From an optimization exercise on the open Yosys and OpenROAD flow, aimed at small area, a short achievable clock period and few clock cycles; shortcuts taken in it are not production practice.
The RTL was checked by simulation tests, not by an equivalence proof against the original design.
Power figures rest on the tool's default switching activity, not on a simulated workload.

==> flow/design.v <==
module frame_codec (
    input  wire        clk,
    input  wire        rst,           
    input  wire        tx_start,
    input  wire [16:0] tx_len,
    output wire        tx_busy,
    output reg  [1:0]  tx_status,
    output reg  [2:0]  tx_cause,
    output reg  [16:0] tx_flen,
    output wire        txpay_re,
    output wire [15:0] txpay_addr,
    input  wire [7:0]  txpay_rdata,
    output reg         txfrm_we,
    output reg  [16:0] txfrm_addr,
    output reg  [7:0]  txfrm_wdata,
    input  wire        rx_start,
    input  wire [16:0] rx_len,
    input  wire        rx_mode,       
    output wire        rx_busy,
    output reg  [2:0]  rx_status,
    output reg  [2:0]  rx_cause,
    output wire [16:0] rx_consumed,
    output reg  [3:0]  rx_flags,      
    output reg  [1:0]  rx_payidx,
    output reg  [15:0] rx_paylen,
    output reg  [16:0] rx_fsize,
    output reg         rxbuf_re,
    output reg  [16:0] rxbuf_addr,
    input  wire [7:0]  rxbuf_rdata,
    output reg         rxpay_we,
    output reg  [15:0] rxpay_addr,
    output reg  [7:0]  rxpay_wdata
);
    localparam [1:0] TX_NONE = 2'd0, TX_BUSY = 2'd1, TX_OK = 2'd2, TX_FAULT = 2'd3;
    localparam [2:0] RX_NONE = 3'd0, RX_BUSY = 3'd1, RX_NOFRAME = 3'd2, RX_ACCEPT = 3'd3,
                     RX_DISCARD = 3'd4, RX_FAULT = 3'd5;
    localparam [2:0] C_NONE = 3'd0, C_EMPTY = 3'd1, C_TOO_LONG = 3'd2,
                     C_INVALID_CRC = 3'd3, C_INVALID_TERM = 3'd4;
    function [15:0] crc_upd;
        input [15:0] c;
        input [7:0]  b;
        integer i;
        reg [15:0] r;
        begin
            r = c;
            for (i = 7; i >= 0; i = i - 1) begin
                if (r[15] ^ b[i]) r = {r[14:0], 1'b0} ^ 16'h1021;
                else              r = {r[14:0], 1'b0};
            end
            crc_upd = r;
        end
    endfunction
    localparam [2:0] T_IDLE = 3'd0, T_H1 = 3'd1, T_H2 = 3'd2, T_PAY = 3'd3,
                     T_CRCH = 3'd4, T_CRCL = 3'd5, T_TERM = 3'd6, T_FIN = 3'd7;
    reg [2:0]  tx_st;
    reg        tx_bsy;
    reg        tx_long;
    reg        tx_rd;        
    reg        tx_v1;        
    reg [7:0]  tx_d1;
    reg [15:0] tx_crc;
    wire        tx_fault = (tx_len == 17'd0) || tx_len[16];
    wire [16:0] tx_ainc  = txfrm_addr + 17'd1;
    assign tx_busy    = tx_bsy;    
    assign txpay_re   = tx_rd;
    assign txpay_addr = txfrm_addr[15:0];
    always @(posedge clk) begin
        txfrm_addr <= (tx_st != T_IDLE) ? tx_ainc : 17'd0;
        tx_d1      <= txpay_rdata;
        tx_v1      <= tx_rd;
        if (tx_v1) tx_crc <= crc_upd(tx_crc, txpay_rdata);
        if (rst) begin
            tx_st     <= T_IDLE;
            tx_bsy    <= 1'b0;
            tx_rd     <= 1'b0;
            tx_v1     <= 1'b0;
            txfrm_we  <= 1'b0;
            tx_status <= TX_NONE;
            tx_cause  <= C_NONE;
            tx_flen   <= 17'd0;
        end else begin
            if (tx_v1) tx_flen[15:0] <= tx_flen[15:0] - 16'd1;
            if (tx_st == T_H1 ? tx_flen[15:0] == 16'd1 : tx_flen[15:0] == 16'd2) tx_rd <= 1'b0;
            case (tx_st)
                T_IDLE: if (tx_start) begin
                    tx_bsy      <= 1'b1;
                    tx_status   <= TX_BUSY;
                    tx_cause    <= (tx_len == 17'd0) ? C_EMPTY : tx_len[16] ? C_TOO_LONG : C_NONE;
                    tx_flen     <= {1'b0, tx_len[15:0]};
                    tx_long     <= |tx_len[15:8];
                    txfrm_we    <= !tx_fault;
                    txfrm_wdata <= {7'd1, |tx_len[15:8]};
                    tx_rd       <= !tx_fault;
                    tx_st       <= tx_fault ? T_FIN : T_H1;
                end
                T_H1: begin
                    tx_crc      <= 16'h0000;
                    txfrm_wdata <= tx_long ? tx_flen[15:8] : tx_flen[7:0];
                    tx_st       <= tx_long ? T_H2 : T_PAY;
                end
                T_H2: begin
                    txfrm_wdata <= tx_flen[7:0];
                    tx_st       <= T_PAY;
                end
                T_PAY: begin
                    txfrm_wdata <= tx_long ? tx_d1 : txpay_rdata;
                    if (tx_long ? !tx_v1 : !tx_rd) tx_st <= T_CRCH;
                end
                T_CRCH: begin
                    txfrm_wdata <= tx_crc[15:8];
                    tx_st       <= T_CRCL;
                end
                T_CRCL: begin
                    txfrm_wdata <= tx_crc[7:0];
                    tx_st       <= T_TERM;
                end
                T_TERM: begin
                    txfrm_wdata <= 8'h03;
                    tx_st       <= T_FIN;
                end
                default: begin  
                    tx_bsy    <= 1'b0;
                    txfrm_we  <= 1'b0;
                    tx_status <= txfrm_we ? TX_OK : TX_FAULT;
                    tx_flen   <= txfrm_we ? tx_ainc : 17'd0;
                    tx_st     <= T_IDLE;
                end
            endcase
        end
    end
    reg        rx_bsy;
    reg        rx_m0, rx_m1, rx_ha, rx_hb, rx_hc, rx_sz, rx_dt;
    reg        rx_moder;
    reg [15:0] rx_crc;
    reg [16:0] rx_cons;      
    reg        rx_consv;     
    assign rx_consumed = rx_consv ? rx_fsize : 17'd0;
    assign rx_busy = rx_bsy;
    wire        rx_take   = rx_start && (!rx_len[16] || rx_len[15:0] <= 16'd5);
    wire        rx_m_s    = (rxbuf_rdata == 8'h02);
    wire        rx_m_l    = (rxbuf_rdata == 8'h03);
    wire [15:0] rx_cnt    = rx_cons[15:0];
    wire [15:0] rx_crcn   = crc_upd(rx_crc, rxbuf_rdata);
    wire        rx_cmpl   = (rx_cons >= rx_fsize);
    wire        rx_termok = (rxbuf_rdata == 8'h03);
    wire        rx_crcz   = (rx_crc == 16'h0000);
    wire [16:0] rx_fscur  = {1'b0, rx_payidx[0] ? rx_paylen[15:8] : 8'd0, rxbuf_rdata} +
                            (rx_payidx[0] ? 17'd6 : 17'd5);
    task rx_finish;
        input [2:0]  status;
        input [2:0]  cause;
        input        cons;
        begin
            rx_status   <= status;
            rx_cause    <= cause;
            rx_consv    <= cons;
            rxbuf_re    <= 1'b0;
            rx_bsy      <= 1'b0;
        end
    endtask
    always @(posedge clk) begin
        rxbuf_addr  <= rxbuf_re ? rxbuf_addr + 17'd1 : {16'd0, rx_m1};
        rxpay_addr  <= rxpay_we ? rxpay_addr + 16'd1 : 16'd0;
        rxpay_wdata <= rxbuf_rdata;
        rxpay_we    <= 1'b0;
        rx_m0 <= 1'b0; rx_m1 <= 1'b0; rx_ha <= 1'b0; rx_hb <= 1'b0;
        rx_hc <= 1'b0; rx_sz <= 1'b0; rx_dt <= 1'b0;
        if (rx_sz || (rx_dt && rxbuf_re)) rx_crc <= rx_crcn;
        if (rst) begin
            rx_bsy      <= 1'b0;
            rxbuf_re    <= 1'b0;
            rx_status   <= RX_NONE;
            rx_cause    <= C_NONE;
            rx_consv    <= 1'b0;
            rx_flags    <= 4'd0;
            rx_payidx   <= 2'd0;
            rx_paylen   <= 16'd0;
            rx_fsize    <= 17'd0;
        end else begin
            if (!rx_bsy) begin
                rx_moder <= rx_mode;
                rx_cons  <= rx_len;
            end
            if (!rx_bsy && rx_take) begin
                rx_bsy      <= 1'b1;
                rx_status   <= RX_BUSY;
                rxbuf_re    <= (rx_len != 17'd0);
                rx_m0       <= 1'b1;
            end
            if (rx_m0) begin
                rx_fsize  <= 17'd0;
                rx_payidx <= 2'd0;
                rx_paylen <= 16'd0;
                rx_flags  <= 4'd0;
                rx_cause  <= C_NONE;
                rx_crc    <= 16'h0000;
                rxbuf_re  <= 1'b0;
                if (!rxbuf_re) rx_finish(RX_NOFRAME, C_NONE, 1'b0);
                else           rx_m1 <= 1'b1;
            end
            if (rx_m1) begin
                if (rx_m_s || rx_m_l) rx_payidx <= rx_m_s ? 2'd2 : 2'd3;
                if (!(rx_m_s || rx_m_l) || rx_cons == 17'd1) begin
                    rx_finish(RX_NOFRAME, C_NONE, 1'b0);
                end else begin
                    rxbuf_re <= 1'b1;
                    rx_ha    <= 1'b1;
                end
            end
            if (rx_ha) begin
                if (!(rx_cons > 17'd2)) rxbuf_re <= 1'b0;
                rx_hb <= 1'b1;
            end
            if (rx_hb) begin
                if (!(rx_cons > 17'd3)) rxbuf_re <= 1'b0;
                if (rx_payidx[0]) begin
                    rx_paylen[15:8] <= rxbuf_rdata;
                    if (!rxbuf_re) rx_finish(RX_NOFRAME, C_NONE, 1'b0);
                    else           rx_hc <= 1'b1;
                end else begin
                    rx_paylen[7:0] <= rxbuf_rdata;
                    rx_fsize       <= rx_fscur;
                    rx_flags[0]    <= 1'b1;
                    rx_sz          <= 1'b1;
                end
            end
            if (rx_hc) begin
                if (!(rx_cons > 17'd4)) rxbuf_re <= 1'b0;
                rx_paylen[7:0] <= rxbuf_rdata;
                rx_fsize       <= rx_fscur;
                rx_flags[0]    <= 1'b1;
                rx_sz          <= 1'b1;
            end
            if (rx_sz) rx_cons[15:0] <= rx_paylen;
            if (rx_sz) begin
                if (!rx_cmpl) begin
                    rx_finish(RX_NOFRAME, C_NONE, 1'b0);
                end else begin
                    rx_flags[1]       <= 1'b1;
                    rxpay_we          <= |rx_paylen;
                    rx_dt             <= 1'b1;
                end
            end
            if (rx_dt) begin
                if (rxbuf_re) begin
                    rxpay_we          <= |rx_cnt[15:1];
                    rx_cons[15:0]     <= rx_cnt - 16'd1;
                    if (rx_cnt == 16'd0) rxbuf_re <= 1'b0;
                    rx_dt             <= 1'b1;
                end else begin
                    rx_flags[2] <= rx_crcz;
                    rx_flags[3] <= rx_termok;
                    if (!rx_crcz) begin
                        if (!rx_moder) rx_finish(RX_DISCARD, C_NONE, 1'b1);
                        else           rx_finish(RX_FAULT, C_INVALID_CRC, 1'b0);
                    end else if (!rx_termok) begin
                        rx_finish(RX_FAULT, C_INVALID_TERM, 1'b0);
                    end else begin
                        rx_finish(RX_ACCEPT, C_NONE, 1'b1);
                    end
                end
            end
        end
    end
endmodule
export LEC_CHECK = 0
export CAP_MARGIN = 20
export CORE_MARGIN = 2
export CORE_UTILIZATION = 40
export CTS_CLUSTER_DIAMETER = 100
export CTS_CLUSTER_SIZE = 30
export SETUP_SLACK_MARGIN = 2.7
export SLEW_MARGIN = 20
export TNS_END_PERCENT = 20
create_clock -name core_clock -period 5.0 [get_ports {clk}]
standard.sh (not shown) runs the stock make flow with config.mk's settings and CLKGATE_MAP_FILE= SYNTH_SCRIPT=/design/flow/synth_recipe.tcl, a recipe that flattens the netlist after the stock synthesis.
==> flow/flow/run.sh <==
#!/bin/bash
# Layout flow: the standard ORFS flow (standard.sh), with every input and
# output port buffered by the smallest buffer, sky130_fd_sc_hd__buf_1, in place
# of the buffer ORFS picks by default. The flow settings come from config.mk
# through config.mk as usual.
set -euo pipefail
bash standard.sh "BUFFER_PORTS_ARGS=-buffer_cell sky130_fd_sc_hd__buf_1" finish > standard_flow.log 2>&1
The starting point passed the timing, DRC and antenna checks.
Testbench counts at the start, summed over its fixed seeds: cycles 43,666.
Edit:
--- a/flow/design.v
+++ b/flow/design.v
@@ -129,6 +129,8 @@
         end
     end
-    reg        rx_bsy;
+    reg        rx_bsy;       
+    reg        rx_idle;
     reg        rx_m0, rx_m1, rx_ha, rx_hb, rx_hc, rx_sz, rx_dt;
+    reg        rx_nf;        
     reg        rx_moder;
     reg [15:0] rx_crc;
@@ -157,16 +159,18 @@
             rxbuf_re    <= 1'b0;
             rx_bsy      <= 1'b0;
+            rx_idle     <= 1'b1;
         end
     endtask
     always @(posedge clk) begin
-        rxbuf_addr  <= rxbuf_re ? rxbuf_addr + 17'd1 : {16'd0, rx_m1};
-        rxpay_addr  <= rxpay_we ? rxpay_addr + 16'd1 : 16'd0;
+        rxbuf_addr  <= rx_idle ? 17'd0 : (rx_m0 || rx_m1) ? 17'd1 : rxbuf_addr + 17'd1;
+        rxpay_addr  <= rx_sz ? 16'd0 : rxpay_addr + 16'd1;
         rxpay_wdata <= rxbuf_rdata;
         rxpay_we    <= 1'b0;
         rx_m0 <= 1'b0; rx_m1 <= 1'b0; rx_ha <= 1'b0; rx_hb <= 1'b0;
-        rx_hc <= 1'b0; rx_sz <= 1'b0; rx_dt <= 1'b0;
+        rx_hc <= 1'b0; rx_sz <= 1'b0; rx_dt <= 1'b0; rx_nf <= 1'b0;
         if (rx_sz || (rx_dt && rxbuf_re)) rx_crc <= rx_crcn;
         if (rst) begin
             rx_bsy      <= 1'b0;
+            rx_idle     <= 1'b1;
             rxbuf_re    <= 1'b0;
             rx_status   <= RX_NONE;
@@ -178,10 +182,11 @@
             rx_fsize    <= 17'd0;
         end else begin
-            if (!rx_bsy) begin
+            if (rx_idle) begin
                 rx_moder <= rx_mode;
                 rx_cons  <= rx_len;
             end
-            if (!rx_bsy && rx_take) begin
+            if (rx_idle && rx_take) begin
                 rx_bsy      <= 1'b1;
+                rx_idle     <= 1'b0;
                 rx_status   <= RX_BUSY;
                 rxbuf_re    <= (rx_len != 17'd0);
@@ -234,12 +239,11 @@
             if (rx_sz) rx_cons[15:0] <= rx_paylen;
             if (rx_sz) begin
-                if (!rx_cmpl) begin
-                    rx_finish(RX_NOFRAME, C_NONE, 1'b0);
-                end else begin
-                    rx_flags[1]       <= 1'b1;
-                    rxpay_we          <= |rx_paylen;
-                    rx_dt             <= 1'b1;
-                end
-            end
+                rx_flags[1] <= rx_cmpl;
+                rxbuf_re    <= rx_cmpl;
+                rxpay_we    <= rx_cmpl && (|rx_paylen);
+                rx_dt       <= rx_cmpl;
+                rx_nf       <= !rx_cmpl;
+            end
+            if (rx_nf) rx_finish(RX_NOFRAME, C_NONE, 1'b0);
             if (rx_dt) begin
                 if (rxbuf_re) begin
=> Design area climbs slightly. Global-route usage drops by 0.16 points. Utilization climbs by 0.83 points. Critical path depth drops by 2. Clock power stays flat. Total power climbs by a few percent. Clock skew climbs by 5.2 ps. Setup slack degrades by 13 ps. Final cell count climbs slightly. Hold slack improves by 6.4 ps. Clock-buffer cell count climbs by 2. Fmax drops slightly. Non-clock buffer count climbs by 21. Wire length climbs slightly.
Testbench counts after the change, summed over its fixed seeds: cycles 43,689.

-- separate check: timing with driven ports --
How much do the figures lean on ideal ports? The routed layouts below were timed once more, with nothing changed but the port constraints.
Step 1: set_driving_cell puts a clkbuf_16 on clk and a buf_2 on each other input, an assumption about the parent block.
Step 2 also shifts input and output timing later by t, the mid clock arrival at the registers, as if the neighbouring blocks saw the same clock.
Three values: no drivers, after step 1, after step 2; two values: the first two.
run | shift t [ns] | setup slack, ns | hold slack, ns | slew at the worst register clock pin (ns) | worst slew at a driven data input, ns
the first run | 0.519 | 2.672 / 2.625 / 2.222 | 0.464 / 0.464 / 0.464 | 0.12 / 0.12 | 0.06
the second run | 0.520 | 2.659 / 2.609 / 2.228 | 0.470 / 0.470 / 0.470 | 0.12 / 0.12 | 0.07
After both steps every run listed still meets setup and hold. The setup slack of the first run, which loses most, moves by -0.047 ns with the drivers and by -0.450 ns with both steps.
